This is an optimization exercise on Yosys and OpenROAD, whose aim is small area, not a production implementation.
Function was checked by simulation only, so behaviour that the tests miss may differ from the original.

==> flow/design.v, too long to show whole: its modules and the start of the top module <==
// module fsk_rx: 990 lines
module fsk_rx (
    input  wire        clk,
    input  wire        rst,           
    input  wire        in_valid,
    input  wire [15:0] in_i,
    input  wire [15:0] in_q,
    output reg         db_valid,
    output reg  [7:0]  db_level,
    output reg  [31:0] db_maxsq,
    output reg         hit_valid,
    output reg         byte_valid,
    output reg  [7:0]  byte_data,
    output reg         byte_first,
    output reg         byte_last
);
  // ...
==> flow/run.sh <==
#!/bin/bash
# synth_recipe.tcl (not shown) runs the flow's synth.tcl, then flattens the netlist and writes it again
# the make line also repeats each setting of config.mk as NAME=value (left out here)
make -C /OpenROAD-flow-scripts/flow DESIGN_CONFIG=/design/flow/config.mk WORK_HOME=/design/flow/orfs CLKGATE_MAP_FILE= SYNTH_SCRIPT=/design/flow/synth_recipe.tcl finish
==> flow/config.mk <==
export PLATFORM = sky130hd
export DESIGN_NAME = fsk_rx
export DESIGN_NICKNAME = fsk_rx
export VERILOG_FILES = /design/flow/design.v
export SDC_FILE = /design/flow/constraint.sdc
export NUM_CORES = 4
export LEC_CHECK = 0
export CAP_MARGIN = 20
export CORE_MARGIN = 2
export CORE_UTILIZATION = 40
export SLEW_MARGIN = 20
==> flow/constraint.sdc <==
create_clock -name core_clock -period 12.0 [get_ports {clk}]
set_input_delay 2.4000 -clock core_clock [delete_from_list [all_inputs] [get_ports {clk}]]
set_output_delay 2.4000 -clock core_clock [all_outputs]
set_load 0.01 [all_outputs]
==> summary.txt, run 1 <==
The flow ran to the end and the layout has no timing, DRC or antenna violations. The starting density of the core was 0.403; the total area of sequential cells was 0.00449 mm2. The HPWL after detailed placement is 78800 um. Counting stages on the worst path, the most repeated cell is fa_1. OpenSTA, run right after detailed placement, puts the worst setup slack at -0.168 ns. The data arrival time at the worst-slack endpoint was 11.58 ns; the netlist area before placement was 0.0269 mm2. The critical path runs through a total of 31 cells.

The class of the tightest hold or removal check was flip-flop to flip-flop. For the headroom to the max-slew limit, the log shows 0.281. The run gives 106 as the count of different cell masters after synthesis. The end of the worst register-to-register path was cnt[4]. The critical path ends at curmax[1]. After routing the design area is 0.0293 mm2.

After global routing the overflow that remains totals 0.

Max-cap violations in this run came to 0. Timing would allow up to 0.0878 GHz. The number of multi-input combinational cells in the layout is 2329. Setup repair after global routing left no endpoint under its margin. The most critical setup path has its startpoint at in_i[2].

After clock tree synthesis, the repair step resized 0 gates. TritonCTS built the clock tree. Instance count along the most critical hold path: 2. By area the synthesized netlist is led by fa_1, edfxtp_1, ha_1. Between clock sinks in the finished design, the worst skew comes to 0.0114 ns. In the finished layout, the clock tree contains a buffer count of 21. Buffers placed on the I/O ports in this run total 87.
==> run 2, diff against run 1 <==
--- a/flow/design.v
+++ b/flow/design.v
@@ -883,20 +883,415 @@
     reg signed [15:0] ci, cq;        
     reg        [15:0] pi, pq;        
     reg               have_prev;
     reg               busy;
     reg        [1:0]  step;
     reg signed [17:0] acc;
     reg               sticky;
     wire        top   = (step == 2'd3);
-    wire signed [4:0] pi_c = {top & pi[3], pi[3:0]};
-    wire signed [4:0] pq_c = {top & pq[3], pq[3:0]};
-    wire signed [21:0] term = cq * pi_c - ci * pq_c;
-    wire signed [21:0] usum = acc + term;
+    wire [15:0] cqx = cq ^ {16{top}};
+    wire [15:0] cix = ci ^ {16{~top}};
+    wire x723 = pi[0] & cq[0];
+    wire x724 = pi[0] & cq[1];
+    wire x725 = pi[0] & cq[2];
+    wire x726 = pi[0] & cq[3];
+    wire x727 = pi[0] & cq[4];
+    wire x728 = pi[0] & cq[5];
+    wire x729 = pi[0] & cq[6];
+    wire x730 = pi[0] & cq[7];
+    wire x731 = pi[0] & cq[8];
+    wire x732 = pi[0] & cq[9];
+    wire x733 = pi[0] & cq[10];
+    wire x734 = pi[0] & cq[11];
+    wire x735 = pi[0] & cq[12];
+    wire x736 = pi[0] & cq[13];
+    wire x737 = pi[0] & cq[14];
+    wire x738 = ~(pi[0] & cq[15]);
+    wire x739 = pi[1] & cq[0];
+    wire x740 = pi[1] & cq[1];
+    wire x741 = pi[1] & cq[2];
+    wire x742 = pi[1] & cq[3];
+    wire x743 = pi[1] & cq[4];
+    wire x744 = pi[1] & cq[5];
+    wire x745 = pi[1] & cq[6];
+    wire x746 = pi[1] & cq[7];
+    wire x747 = pi[1] & cq[8];
+    wire x748 = pi[1] & cq[9];
+    wire x749 = pi[1] & cq[10];
+    wire x750 = pi[1] & cq[11];
+    wire x751 = pi[1] & cq[12];
+    wire x752 = pi[1] & cq[13];
+    wire x753 = pi[1] & cq[14];
+    wire x754 = ~(pi[1] & cq[15]);
+    wire x755 = pi[2] & cq[0];
+    wire x756 = pi[2] & cq[1];
+    wire x757 = pi[2] & cq[2];
+    wire x758 = pi[2] & cq[3];
+    wire x759 = pi[2] & cq[4];
+    wire x760 = pi[2] & cq[5];
+    wire x761 = pi[2] & cq[6];
+    wire x762 = pi[2] & cq[7];
+    wire x763 = pi[2] & cq[8];
+    wire x764 = pi[2] & cq[9];
+    wire x765 = pi[2] & cq[10];
+    wire x766 = pi[2] & cq[11];
+    wire x767 = pi[2] & cq[12];
+    wire x768 = pi[2] & cq[13];
+    wire x769 = pi[2] & cq[14];
+    wire x770 = ~(pi[2] & cq[15]);
+    wire x771 = pi[3] & cqx[0];
+    wire x772 = pi[3] & cqx[1];
+    wire x773 = pi[3] & cqx[2];
+    wire x774 = pi[3] & cqx[3];
+    wire x775 = pi[3] & cqx[4];
+    wire x776 = pi[3] & cqx[5];
+    wire x777 = pi[3] & cqx[6];
+    wire x778 = pi[3] & cqx[7];
+    wire x779 = pi[3] & cqx[8];
+    wire x780 = pi[3] & cqx[9];
+    wire x781 = pi[3] & cqx[10];
+    wire x782 = pi[3] & cqx[11];
+    wire x783 = pi[3] & cqx[12];
+    wire x784 = pi[3] & cqx[13];
+    wire x785 = pi[3] & cqx[14];
+    wire x786 = ~(pi[3] & cqx[15]);
+    wire x787 = pi[3] & top;
+    wire x788 = pq[0] & ~ci[0];
+    wire x789 = pq[0] & ~ci[1];
+    wire x790 = pq[0] & ~ci[2];
+    wire x791 = pq[0] & ~ci[3];
+    wire x792 = pq[0] & ~ci[4];
+    wire x793 = pq[0] & ~ci[5];
+    wire x794 = pq[0] & ~ci[6];
+    wire x795 = pq[0] & ~ci[7];
+    wire x796 = pq[0] & ~ci[8];
+    wire x797 = pq[0] & ~ci[9];
+    wire x798 = pq[0] & ~ci[10];
+    wire x799 = pq[0] & ~ci[11];
+    wire x800 = pq[0] & ~ci[12];
+    wire x801 = pq[0] & ~ci[13];
+    wire x802 = pq[0] & ~ci[14];
+    wire x803 = ~(pq[0] & ~ci[15]);
+    wire x804 = pq[1] & ~ci[0];
+    wire x805 = pq[1] & ~ci[1];
+    wire x806 = pq[1] & ~ci[2];
+    wire x807 = pq[1] & ~ci[3];
+    wire x808 = pq[1] & ~ci[4];
+    wire x809 = pq[1] & ~ci[5];
+    wire x810 = pq[1] & ~ci[6];
+    wire x811 = pq[1] & ~ci[7];
+    wire x812 = pq[1] & ~ci[8];
+    wire x813 = pq[1] & ~ci[9];
+    wire x814 = pq[1] & ~ci[10];
+    wire x815 = pq[1] & ~ci[11];
+    wire x816 = pq[1] & ~ci[12];
+    wire x817 = pq[1] & ~ci[13];
+    wire x818 = pq[1] & ~ci[14];
+    wire x819 = ~(pq[1] & ~ci[15]);
+    wire x820 = pq[2] & ~ci[0];
+    wire x821 = pq[2] & ~ci[1];
+    wire x822 = pq[2] & ~ci[2];
+    wire x823 = pq[2] & ~ci[3];
+    wire x824 = pq[2] & ~ci[4];
+    wire x825 = pq[2] & ~ci[5];
+    wire x826 = pq[2] & ~ci[6];
+    wire x827 = pq[2] & ~ci[7];
+    wire x828 = pq[2] & ~ci[8];
+    wire x829 = pq[2] & ~ci[9];
+    wire x830 = pq[2] & ~ci[10];
+    wire x831 = pq[2] & ~ci[11];
+    wire x832 = pq[2] & ~ci[12];
+    wire x833 = pq[2] & ~ci[13];
+    wire x834 = pq[2] & ~ci[14];
+    wire x835 = ~(pq[2] & ~ci[15]);
+    wire x836 = pq[3] & cix[0];
+    wire x837 = pq[3] & cix[1];
+    wire x838 = pq[3] & cix[2];
+    wire x839 = pq[3] & cix[3];
+    wire x840 = pq[3] & cix[4];
+    wire x841 = pq[3] & cix[5];
+    wire x842 = pq[3] & cix[6];
+    wire x843 = pq[3] & cix[7];
+    wire x844 = pq[3] & cix[8];
+    wire x845 = pq[3] & cix[9];
+    wire x846 = pq[3] & cix[10];
+    wire x847 = pq[3] & cix[11];
+    wire x848 = pq[3] & cix[12];
+    wire x849 = pq[3] & cix[13];
+    wire x850 = pq[3] & cix[14];
+    wire x851 = ~(pq[3] & cix[15]);
+    wire x852 = pq[3] & ~top;
+    wire s853 = x726 ^ x741 ^ x756;
+    wire c854 = (x726 & x741) | (x726 & x756) | (x741 & x756);
+    wire s855 = x727 ^ x742;
+    wire c856 = x727 & x742;
+    wire s857 = x728 ^ x743;
+    wire c858 = x728 & x743;
+    wire s859 = x729 ^ x744;
+    wire c860 = x729 & x744;
+    wire s861 = x730 ^ x745;
+    wire c862 = x730 & x745;
+    wire s863 = x731 ^ x746;
+    wire c864 = x731 & x746;
+    wire s865 = x732 ^ x747;
+    wire c866 = x732 & x747;
+    wire s867 = x733 ^ x748;
+    wire c868 = x733 & x748;
+    wire s869 = x734 ^ x749;
+    wire c870 = x734 & x749;
+    wire s871 = x735 ^ x750;
+    wire c872 = x735 & x750;
+    wire s873 = x736 ^ x751;
+    wire c874 = x736 & x751;
+    wire s875 = x737 ^ x752;
+    wire c876 = x737 & x752;
+    wire s877 = x738 ^ x753;
+    wire c878 = x738 & x753;
+    wire s879 = x725 ^ x740 ^ x755;
+    wire c880 = (x725 & x740) | (x725 & x755) | (x740 & x755);
+    wire s881 = s853 ^ x771 ^ x787;
+    wire c882 = (s853 & x771) | (s853 & x787) | (x771 & x787);
+    wire s883 = x791 ^ x806 ^ x821;
+    wire c884 = (x791 & x806) | (x791 & x821) | (x806 & x821);
+    wire s885 = s855 ^ x757 ^ x772;
+    wire c886 = (s855 & x757) | (s855 & x772) | (x757 & x772);
+    wire s887 = x792 ^ x807 ^ x822;
+    wire c888 = (x792 & x807) | (x792 & x822) | (x807 & x822);
+    wire s889 = x837 ^ acc[4];
+    wire c890 = x837 & acc[4];
+    wire s891 = s857 ^ x758 ^ x773;
+    wire c892 = (s857 & x758) | (s857 & x773) | (x758 & x773);
+    wire s893 = x793 ^ x808 ^ x823;
+    wire c894 = (x793 & x808) | (x793 & x823) | (x808 & x823);
+    wire s895 = x838 ^ acc[5] ^ c856;
+    wire c896 = (x838 & acc[5]) | (x838 & c856) | (acc[5] & c856);
+    wire s897 = s859 ^ x759 ^ x774;
+    wire c898 = (s859 & x759) | (s859 & x774) | (x759 & x774);
+    wire s899 = x794 ^ x809 ^ x824;
+    wire c900 = (x794 & x809) | (x794 & x824) | (x809 & x824);
+    wire s901 = x839 ^ acc[6] ^ c858;
+    wire c902 = (x839 & acc[6]) | (x839 & c858) | (acc[6] & c858);
+    wire s903 = s861 ^ x760 ^ x775;
+    wire c904 = (s861 & x760) | (s861 & x775) | (x760 & x775);
+    wire s905 = x795 ^ x810 ^ x825;
+    wire c906 = (x795 & x810) | (x795 & x825) | (x810 & x825);
+    wire s907 = x840 ^ acc[7] ^ c860;
+    wire c908 = (x840 & acc[7]) | (x840 & c860) | (acc[7] & c860);
+    wire s909 = s863 ^ x761 ^ x776;
+    wire c910 = (s863 & x761) | (s863 & x776) | (x761 & x776);
+    wire s911 = x796 ^ x811 ^ x826;
+    wire c912 = (x796 & x811) | (x796 & x826) | (x811 & x826);
+    wire s913 = x841 ^ acc[8] ^ c862;
+    wire c914 = (x841 & acc[8]) | (x841 & c862) | (acc[8] & c862);
+    wire s915 = s865 ^ x762 ^ x777;
+    wire c916 = (s865 & x762) | (s865 & x777) | (x762 & x777);
+    wire s917 = x797 ^ x812 ^ x827;
+    wire c918 = (x797 & x812) | (x797 & x827) | (x812 & x827);
+    wire s919 = x842 ^ acc[9] ^ c864;
+    wire c920 = (x842 & acc[9]) | (x842 & c864) | (acc[9] & c864);
+    wire s921 = s867 ^ x763 ^ x778;
+    wire c922 = (s867 & x763) | (s867 & x778) | (x763 & x778);
+    wire s923 = x798 ^ x813 ^ x828;
+    wire c924 = (x798 & x813) | (x798 & x828) | (x813 & x828);
+    wire s925 = x843 ^ acc[10] ^ c866;
+    wire c926 = (x843 & acc[10]) | (x843 & c866) | (acc[10] & c866);
+    wire s927 = s869 ^ x764 ^ x779;
+    wire c928 = (s869 & x764) | (s869 & x779) | (x764 & x779);
+    wire s929 = x799 ^ x814 ^ x829;
+    wire c930 = (x799 & x814) | (x799 & x829) | (x814 & x829);
+    wire s931 = x844 ^ acc[11] ^ c868;
+    wire c932 = (x844 & acc[11]) | (x844 & c868) | (acc[11] & c868);
+    wire s933 = s871 ^ x765 ^ x780;
+    wire c934 = (s871 & x765) | (s871 & x780) | (x765 & x780);
+    wire s935 = x800 ^ x815 ^ x830;
+    wire c936 = (x800 & x815) | (x800 & x830) | (x815 & x830);
+    wire s937 = x845 ^ acc[12] ^ c870;
+    wire c938 = (x845 & acc[12]) | (x845 & c870) | (acc[12] & c870);
+    wire s939 = s873 ^ x766 ^ x781;
+    wire c940 = (s873 & x766) | (s873 & x781) | (x766 & x781);
+    wire s941 = x801 ^ x816 ^ x831;
+    wire c942 = (x801 & x816) | (x801 & x831) | (x816 & x831);
+    wire s943 = x846 ^ acc[13] ^ c872;
+    wire c944 = (x846 & acc[13]) | (x846 & c872) | (acc[13] & c872);
+    wire s945 = s875 ^ x767 ^ x782;
+    wire c946 = (s875 & x767) | (s875 & x782) | (x767 & x782);
+    wire s947 = x802 ^ x817 ^ x832;
+    wire c948 = (x802 & x817) | (x802 & x832) | (x817 & x832);
+    wire s949 = x847 ^ acc[14] ^ c874;
+    wire c950 = (x847 & acc[14]) | (x847 & c874) | (acc[14] & c874);
+    wire s951 = s877 ^ x768 ^ x783;
+    wire c952 = (s877 & x768) | (s877 & x783) | (x768 & x783);
+    wire s953 = x803 ^ x818 ^ x833;
+    wire c954 = (x803 & x818) | (x803 & x833) | (x818 & x833);
+    wire s955 = x848 ^ acc[15] ^ c876;
+    wire c956 = (x848 & acc[15]) | (x848 & c876) | (acc[15] & c876);
+    wire s957 = x754 ^ x769 ^ x784;
+    wire c958 = (x754 & x769) | (x754 & x784) | (x769 & x784);
+    wire s959 = x819 ^ x834 ^ x849;
+    wire c960 = (x819 & x834) | (x819 & x849) | (x834 & x849);
+    wire s961 = acc[16] ^ 1'b1 ^ c878;
+    wire c962 = (acc[16] & 1'b1) | (acc[16] & c878) | (1'b1 & c878);
+    wire s963 = x770 ^ x785 ^ x835;
+    wire c964 = (x770 & x785) | (x770 & x835) | (x785 & x835);
+    wire s965 = x850 ^ ~acc[17];
+    wire c966 = x850 & ~acc[17];
+    wire s967 = x724 ^ x739 ^ x789;
+    wire c968 = (x724 & x739) | (x724 & x789) | (x739 & x789);
+    wire s969 = s879 ^ x790 ^ x805;
+    wire c970 = (s879 & x790) | (s879 & x805) | (x790 & x805);
+    wire s971 = x820 ^ pq[2];
+    wire c972 = x820 & pq[2];
+    wire s973 = s881 ^ s883 ^ x836;
+    wire c974 = (s881 & s883) | (s881 & x836) | (s883 & x836);
+    wire s975 = x852 ^ acc[3] ^ c880;
+    wire c976 = (x852 & acc[3]) | (x852 & c880) | (acc[3] & c880);
+    wire s977 = s885 ^ s887 ^ s889;
+    wire c978 = (s885 & s887) | (s885 & s889) | (s887 & s889);
+    wire s979 = c854 ^ c882 ^ c884;
+    wire c980 = (c854 & c882) | (c854 & c884) | (c882 & c884);
+    wire s981 = s891 ^ s893 ^ s895;
+    wire c982 = (s891 & s893) | (s891 & s895) | (s893 & s895);
+    wire s983 = c886 ^ c888 ^ c890;
+    wire c984 = (c886 & c888) | (c886 & c890) | (c888 & c890);
+    wire s985 = s897 ^ s899 ^ s901;
+    wire c986 = (s897 & s899) | (s897 & s901) | (s899 & s901);
+    wire s987 = c892 ^ c894 ^ c896;
+    wire c988 = (c892 & c894) | (c892 & c896) | (c894 & c896);
+    wire s989 = s903 ^ s905 ^ s907;
+    wire c990 = (s903 & s905) | (s903 & s907) | (s905 & s907);
+    wire s991 = c898 ^ c900 ^ c902;
+    wire c992 = (c898 & c900) | (c898 & c902) | (c900 & c902);
+    wire s993 = s909 ^ s911 ^ s913;
+    wire c994 = (s909 & s911) | (s909 & s913) | (s911 & s913);
+    wire s995 = c904 ^ c906 ^ c908;
+    wire c996 = (c904 & c906) | (c904 & c908) | (c906 & c908);
+    wire s997 = s915 ^ s917 ^ s919;
+    wire c998 = (s915 & s917) | (s915 & s919) | (s917 & s919);
+    wire s999 = c910 ^ c912 ^ c914;
+    wire c1000 = (c910 & c912) | (c910 & c914) | (c912 & c914);
+    wire s1001 = s921 ^ s923 ^ s925;
+    wire c1002 = (s921 & s923) | (s921 & s925) | (s923 & s925);
+    wire s1003 = c916 ^ c918 ^ c920;
+    wire c1004 = (c916 & c918) | (c916 & c920) | (c918 & c920);
+    wire s1005 = s927 ^ s929 ^ s931;
+    wire c1006 = (s927 & s929) | (s927 & s931) | (s929 & s931);
+    wire s1007 = c922 ^ c924 ^ c926;
+    wire c1008 = (c922 & c924) | (c922 & c926) | (c924 & c926);
+    wire s1009 = s933 ^ s935 ^ s937;
+    wire c1010 = (s933 & s935) | (s933 & s937) | (s935 & s937);
+    wire s1011 = c928 ^ c930 ^ c932;
+    wire c1012 = (c928 & c930) | (c928 & c932) | (c930 & c932);
+    wire s1013 = s939 ^ s941 ^ s943;
+    wire c1014 = (s939 & s941) | (s939 & s943) | (s941 & s943);
+    wire s1015 = c934 ^ c936 ^ c938;
+    wire c1016 = (c934 & c936) | (c934 & c938) | (c936 & c938);
+    wire s1017 = s945 ^ s947 ^ s949;
+    wire c1018 = (s945 & s947) | (s945 & s949) | (s947 & s949);
+    wire s1019 = c940 ^ c942 ^ c944;
+    wire c1020 = (c940 & c942) | (c940 & c944) | (c942 & c944);
+    wire s1021 = s951 ^ s953 ^ s955;
+    wire c1022 = (s951 & s953) | (s951 & s955) | (s953 & s955);
+    wire s1023 = c946 ^ c948 ^ c950;
+    wire c1024 = (c946 & c948) | (c946 & c950) | (c948 & c950);
+    wire s1025 = s957 ^ s959 ^ s961;
+    wire c1026 = (s957 & s959) | (s957 & s961) | (s959 & s961);
+    wire s1027 = c952 ^ c954 ^ c956;
+    wire c1028 = (c952 & c954) | (c952 & c956) | (c954 & c956);
+    wire s1029 = s963 ^ s965 ^ 1'b1;
+    wire c1030 = (s963 & s965) | (s963 & 1'b1) | (s965 & 1'b1);
+    wire s1031 = c958 ^ c960 ^ c962;
+    wire c1032 = (c958 & c960) | (c958 & c962) | (c960 & c962);
+    wire s1033 = x786 ^ x851 ^ 1'b1;
+    wire c1034 = (x786 & x851) | (x786 & 1'b1) | (x851 & 1'b1);
+    wire s1035 = c964 ^ c966;
+    wire c1036 = c964 & c966;
+    wire s1037 = x723 ^ x788;
+    wire c1038 = x723 & x788;
+    wire s1039 = s967 ^ x804 ^ pq[1];
+    wire c1040 = (s967 & x804) | (s967 & pq[1]) | (x804 & pq[1]);
+    wire s1041 = s969 ^ s971 ^ acc[2];
+    wire c1042 = (s969 & s971) | (s969 & acc[2]) | (s971 & acc[2]);
+    wire s1043 = s973 ^ s975 ^ c970;
+    wire c1044 = (s973 & s975) | (s973 & c970) | (s975 & c970);
+    wire s1045 = s977 ^ s979 ^ c974;
+    wire c1046 = (s977 & s979) | (s977 & c974) | (s979 & c974);
+    wire s1047 = s981 ^ s983 ^ c978;
+    wire c1048 = (s981 & s983) | (s981 & c978) | (s983 & c978);
+    wire s1049 = s985 ^ s987 ^ c982;
+    wire c1050 = (s985 & s987) | (s985 & c982) | (s987 & c982);
+    wire s1051 = s989 ^ s991 ^ c986;
+    wire c1052 = (s989 & s991) | (s989 & c986) | (s991 & c986);
+    wire s1053 = s993 ^ s995 ^ c990;
+    wire c1054 = (s993 & s995) | (s993 & c990) | (s995 & c990);
+    wire s1055 = s997 ^ s999 ^ c994;
+    wire c1056 = (s997 & s999) | (s997 & c994) | (s999 & c994);
+    wire s1057 = s1001 ^ s1003 ^ c998;
+    wire c1058 = (s1001 & s1003) | (s1001 & c998) | (s1003 & c998);
+    wire s1059 = s1005 ^ s1007 ^ c1002;
+    wire c1060 = (s1005 & s1007) | (s1005 & c1002) | (s1007 & c1002);
+    wire s1061 = s1009 ^ s1011 ^ c1006;
+    wire c1062 = (s1009 & s1011) | (s1009 & c1006) | (s1011 & c1006);
+    wire s1063 = s1013 ^ s1015 ^ c1010;
+    wire c1064 = (s1013 & s1015) | (s1013 & c1010) | (s1015 & c1010);
+    wire s1065 = s1017 ^ s1019 ^ c1014;
+    wire c1066 = (s1017 & s1019) | (s1017 & c1014) | (s1019 & c1014);
+    wire s1067 = s1021 ^ s1023 ^ c1018;
+    wire c1068 = (s1021 & s1023) | (s1021 & c1018) | (s1023 & c1018);
+    wire s1069 = s1025 ^ s1027 ^ c1022;
+    wire c1070 = (s1025 & s1027) | (s1025 & c1022) | (s1027 & c1022);
+    wire s1071 = s1029 ^ s1031 ^ c1026;
+    wire c1072 = (s1029 & s1031) | (s1029 & c1026) | (s1031 & c1026);
+    wire s1073 = s1033 ^ s1035 ^ c1030;
+    wire c1074 = (s1033 & s1035) | (s1033 & c1030) | (s1035 & c1030);
+    wire s1075 = 1'b1 ^ c1034;
+    wire c1076 = 1'b1 & c1034;
+    wire s1077 = s1037 ^ pq[0];
+    wire c1078 = s1037 & pq[0];
+    wire s1079 = s1039 ^ acc[1] ^ c1038;
+    wire c1080 = (s1039 & acc[1]) | (s1039 & c1038) | (acc[1] & c1038);
+    wire s1081 = s1041 ^ c968 ^ c1040;
+    wire c1082 = (s1041 & c968) | (s1041 & c1040) | (c968 & c1040);
+    wire s1083 = s1043 ^ c972 ^ c1042;
+    wire c1084 = (s1043 & c972) | (s1043 & c1042) | (c972 & c1042);
+    wire s1085 = s1045 ^ c976 ^ c1044;
+    wire c1086 = (s1045 & c976) | (s1045 & c1044) | (c976 & c1044);
+    wire s1087 = s1047 ^ c980 ^ c1046;
+    wire c1088 = (s1047 & c980) | (s1047 & c1046) | (c980 & c1046);
+    wire s1089 = s1049 ^ c984 ^ c1048;
+    wire c1090 = (s1049 & c984) | (s1049 & c1048) | (c984 & c1048);
+    wire s1091 = s1051 ^ c988 ^ c1050;
+    wire c1092 = (s1051 & c988) | (s1051 & c1050) | (c988 & c1050);
+    wire s1093 = s1053 ^ c992 ^ c1052;
+    wire c1094 = (s1053 & c992) | (s1053 & c1052) | (c992 & c1052);
+    wire s1095 = s1055 ^ c996 ^ c1054;
+    wire c1096 = (s1055 & c996) | (s1055 & c1054) | (c996 & c1054);
+    wire s1097 = s1057 ^ c1000 ^ c1056;
+    wire c1098 = (s1057 & c1000) | (s1057 & c1056) | (c1000 & c1056);
+    wire s1099 = s1059 ^ c1004 ^ c1058;
+    wire c1100 = (s1059 & c1004) | (s1059 & c1058) | (c1004 & c1058);
+    wire s1101 = s1061 ^ c1008 ^ c1060;
+    wire c1102 = (s1061 & c1008) | (s1061 & c1060) | (c1008 & c1060);
+    wire s1103 = s1063 ^ c1012 ^ c1062;
+    wire c1104 = (s1063 & c1012) | (s1063 & c1062) | (c1012 & c1062);
+    wire s1105 = s1065 ^ c1016 ^ c1064;
+    wire c1106 = (s1065 & c1016) | (s1065 & c1064) | (c1016 & c1064);
+    wire s1107 = s1067 ^ c1020 ^ c1066;
+    wire c1108 = (s1067 & c1020) | (s1067 & c1066) | (c1020 & c1066);
+    wire s1109 = s1069 ^ c1024 ^ c1068;
+    wire c1110 = (s1069 & c1024) | (s1069 & c1068) | (c1024 & c1068);
+    wire s1111 = s1071 ^ c1028 ^ c1070;
+    wire c1112 = (s1071 & c1028) | (s1071 & c1070) | (c1028 & c1070);
+    wire s1113 = s1073 ^ c1032 ^ c1072;
+    wire c1114 = (s1073 & c1032) | (s1073 & c1072) | (c1032 & c1072);
+    wire s1115 = s1075 ^ c1036 ^ c1074;
+    wire c1116 = (s1075 & c1036) | (s1075 & c1074) | (c1036 & c1074);
+    wire [21:0] xs_a = {1'b1, c1076, s1115, s1113, s1111, s1109, s1107, s1105, s1103, s1101, s1099, s1097, s1095, s1093, s1091, s1089, s1087, s1085, s1083, s1081, s1079, s1077};
+    wire [21:0] xs_b = {1'b0, c1116, c1114, c1112, c1110, c1108, c1106, c1104, c1102, c1100, c1098, c1096, c1094, c1092, c1090, c1088, c1086, c1084, c1082, c1080, c1078, acc[0]};
+    wire        [21:0] usum = xs_a + xs_b;
     wire        bit_now = ~usum[21] && ((|usum) || sticky);
     wire        bit_valid = busy && top;
     always @(posedge clk) begin
         if (sym_take) begin
             ci <= in_i;
             cq <= in_q;
             pi <= ci;
             pq <= cq;
==> run 2 against run 1 <==
Compared with the run above: still clean on timing, DRC and antenna; via count shrank 2.0%; count of clock-buffer cells in the layout shrank 3; synthesized area shrank 5.6%; die area shrank 5.5%; cell area shrank 5.2%; setup slack gained 0.14 ns; global-route usage grew 0.16 points; highest routed layer is now met4.
==> summary.txt, run 2 <==
The logs give 1 (unchanged) for the warning count from the yosys run and 11.36 ns (was 11.58 ns) for the data arrival time at the worst-slack endpoint. The tools report the number of max-slew violations in the final report as 0 (unchanged). The tools report the routability congestion estimate from global placement as 1.04 (was 1.01). The synthesized net count is 3490 (was 3708), and the count of hold-fix buffers inserted at cts is 0 (unchanged).

The tools report the number of placed I/O pins as 88 (unchanged). The maximum number of pins on one net before global-route repair is 57 (was 76), and the setup slack after placement is 0.349 ns (was -0.168 ns).

Highest fanout seen on the critical path: 32 (was 22). The library cell appearing most often on the critical path is fa_1 (unchanged). Most common cell after layout, fill and taps aside: inv_1 (unchanged).

The instance count along the most critical hold path is 2 (unchanged). The insertion delay to the later sink of the worst-skew pair was 0.48 ns (was 0.49 ns); the starting density of the core was 0.404 (was 0.403). Routed length per placed instance: 25.1 um (was 24.8 um). The area share of the leading cell type in the synthesized netlist was 0.240 (was 0.260). The number of enable-type register cells in the synthesized netlist works out to 95 (unchanged). The run gives 0 (unchanged) as the number of hold violations in the final report. The largest stage delay on the critical path is 0.85 ns (was 0.60 ns). Top library cells by usage in the layout, fill and taps aside: inv_1, fa_1, nor2_1, nand2_1, ha_1 (unchanged). The synthesized netlist cell count is 2977 (was 3127). The tools report the residual DRC count as 0 (unchanged). The number of synthesized register bits is 177 (unchanged), and the area overhead of the layout relative to synthesis is 9.30% (was 8.84%). The netlist area before placement was 0.0254 mm2 (was 0.0269 mm2); the path length in cells of the critical path was 29 (was 31).

The run gives 12.12 ns (was 12.19 ns) as the required time of the critical path. Main area contributors after synthesis: fa_1, edfxtp_1, ha_1 (unchanged). The run gives 99 (was 106) as the count of different cell masters after synthesis.

The combined buffer and inverter count along the critical path is 4 (was 6). The fraction of synthesis flops using an asynchronous set or reset pin is 0 (unchanged). The tools report the clock root buffer master as clkbuf_16 (unchanged). The clock transition at the register clock pins on the worst setup and hold paths after CTS is 0.08 ns (was 0.07 ns), and the final routed wirelength across all metal layers is 96700 um (was 99900 um). The aggregate global routing overflow is 0 (unchanged). The mean cell area of the mapped netlist is 8.55 um2 (was 8.61 um2), and the share of layout cells above drive strength 1 is 0.0617 (was 0.0726).

The number of max-cap violations is 0 (unchanged). Family with the most delay on the worst path: adder cells (unchanged). The wire length of the first global-routing pass is 147000 um (was 153000 um). Largest register by flop count: curmax (unchanged). The global routing usage on met1 is 0.398 (about the same). Type of the worst setup path: input pin to flip-flop (unchanged). The depth of the most critical reg-to-reg path is 19 (was 22).

The starting DRC count in detailed routing is 2827 (was 2464), and the number of antenna violations at the first check in global routing is 4 (unchanged). The number of nets with antenna violations after routing is 0 (unchanged). The proportion of synthesized chip area in sequential cells is 0.177 (was 0.167). The post-CTS setup-driven buffer insertion count came out at 0 (unchanged).

The highest-delay cell along the critical path is ha_1 (was o311ai_0). The die outline area is 0.0656 mm2 (was 0.0694 mm2). The number of flip-flops in the largest register was 32 (unchanged). The setup clock skew after layout was 0.0190 ns (was 0.0114 ns). Leading register cell type out of synthesis: edfxtp_1 (unchanged). The logs give 2 (unchanged) for the deepest clock path buffer count and 4 (unchanged) for the number of levels the H-tree was split into. The via density per instance is 6.07 (was 5.91), and the setup TNS is 0 ns (unchanged).

The slew at the pin closest to its max-slew limit works out to 1.27 ns (was 1.05 ns). The class of the tightest hold or removal check is flip-flop to flip-flop (unchanged). The number of port buffers is 87 (unchanged). The combined global-route utilization of all metal layers is 0.293 (was 0.292).

The run finished with no timing, DRC or antenna violations. Most used standard cell by instance count after synthesis: inv_1 (unchanged). The peak-usage layer in the global routing report is met2 (unchanged).

The largest area contributor in the netlist was fa_1 (unchanged). TritonCTS built the clock tree. Most used standard cells in the synthesized netlist: inv_1, fa_1, nor2_1, nand2_1, ha_1 (unchanged).

The detailed-routing iteration count for the pre-antenna-repair pass is 8 (was 6), and the final critical-path setup slack is 0.756 ns (was 0.611 ns). The height of the die came out at 256 um (was 264 um). Headroom to the max-slew limit: 0.141 (was 0.281). The number of global-route vias before repair was 23455 (was 24286). The tools report the number of setup violations in the final report as 0 (unchanged). The critical path startpoint category was an input pin (unchanged). The maximum clock rate was 0.0889 GHz (was 0.0878 GHz); the post-detailed-placement half-perimeter wirelength was 75700 um (was 78800 um). The total clock buffers created by CTS is 17 (unchanged), and the via count is 23322 (was 23797). The overall die width was 256 um (was 264 um). The post-layout minimum cycle time came out at 11.24 ns (was 11.39 ns). Largest registers ranked by flip-flop count: curmax x32, win x31, acc x18 (unchanged). The routing usage on met3 was 0.0657 (was 0.0740). The critical path endpoint category is a flip-flop (unchanged). Final critical-path share of the clock period: 0.937 (was 0.949).

The number of placement rows is 92 (was 95). The number of nets in the layout came out at 3496 (was 3723). Post-cts resize count: 0 (unchanged). The total clock sinks is 177 (unchanged), and the area of the core is 0.0630 mm2 (was 0.0669 mm2). Setup repair after global routing left no endpoint under its margin.

The tools report the met2 track demand over resource in global routing as 0.457 (was 0.440).
==> run 2: cell count changes in the layout (fill, tap and decap cells not counted), sizes merged, moves of 18 or more <==
| cell | delta |
|---|---|
| fa | -45 |
| nor2b | +37 |
| inv | -80 |
| nor2 | -47 |
| nand2 | -24 |
| or2 | -23 |
| ha | -23 |
| a21oi | +18 |
==> run 2: path summary, 6_finish.rpt <==
path | start | slack [ns] | endpoint
worst min-delay path | pq[7] | 0.41 | pq[3]
worst max register to register | pi[2] | 4.72 | cnt[8]
worst min register to register | pq[7] | 0.41 | pq[3]
worst max-delay path | in_i[15] | 0.76 | curmax[8]
==> run 2: worst min-delay path: stages, from the launching register on <==
cell	delay, ns
dfxtp_1	0.30
nand2_1	0.05
nand2_1	0.04
==> run 2: area by class of cell <==
cell class,instances,area (um2)
tap,846,1060
sequential,177,4490
antenna,3,7.51
clock inverter,14,194
multi-input combinational,2253,18800
inverter,379,1420
timing repair buffer,155,1380
clock buffer,18,429
fill,6218,35200
==> run 2: cells by family (layout without fill, tap and decap cells) <==
family          after synthesis  count (layout)  synth area share
compound gates              537             537             0.144
xor+xnor                    106             106            0.0365
fa+ha+maj                   479             479             0.325
buf+inv                     547             566            0.0844
flops                       177             177             0.177
mux                           5               5           0.00207
other cells                   0               3                 0
simple gates               1126            1126             0.231
==> run 2: metal layers <==
layer	up-vias	part of all wire
met2	1181	0.45
met4	0	0.040
met3	234	0.087
met5	-	0
met1	11705	0.43
li1	10202	-
==> run 2: per-stage QoR <==
stage	hold slack (ns)	cell area (um2)	instances	util
after floorplan	0.399	25400	2977	-
after global placement	0.406	27200	3810	0.432
after detailed placement	0.412	27200	3810	0.432
after CTS	0.423	27800	3842	0.441
after global routing	0.450	27800	3842	0.442
final	0.415	27800	3845	0.442

## afterwards: timing with drivers on the ports
How much do the figures lean on ideal ports? The routed layouts below were timed once more, with nothing changed but the port constraints. Step 1, drivers: a clkbuf_16 drives clk and a buf_2 each remaining input, both assumed. Step 2 adds t to the input delays and takes it off the output delays; t is the mean of the earliest and latest rising clock arrival at the registers after step 1. Input paths then give back, and output paths get back, about the clock's delay inside the block. a / b / c = no drivers / after step 1 / after step 2; a / b = the first two.
run | t, ns | slack for setup (ns) | worst setup path at the end | worst register clock-pin slew, ns | cell pins on the clock port's net
run 1 | 0.541 | 0.611 / 0.645 / 0.104 | input to register | 0.08 / 0.08 | 1
run 2 | 0.530 | 0.756 / 0.780 / 0.250 | input to register | 0.08 / 0.08 | 1
After both steps every run listed still meets setup and hold. For run 1, which loses most, drivers alone change the setup slack by +0.034 ns; drivers and shift together by -0.507 ns.
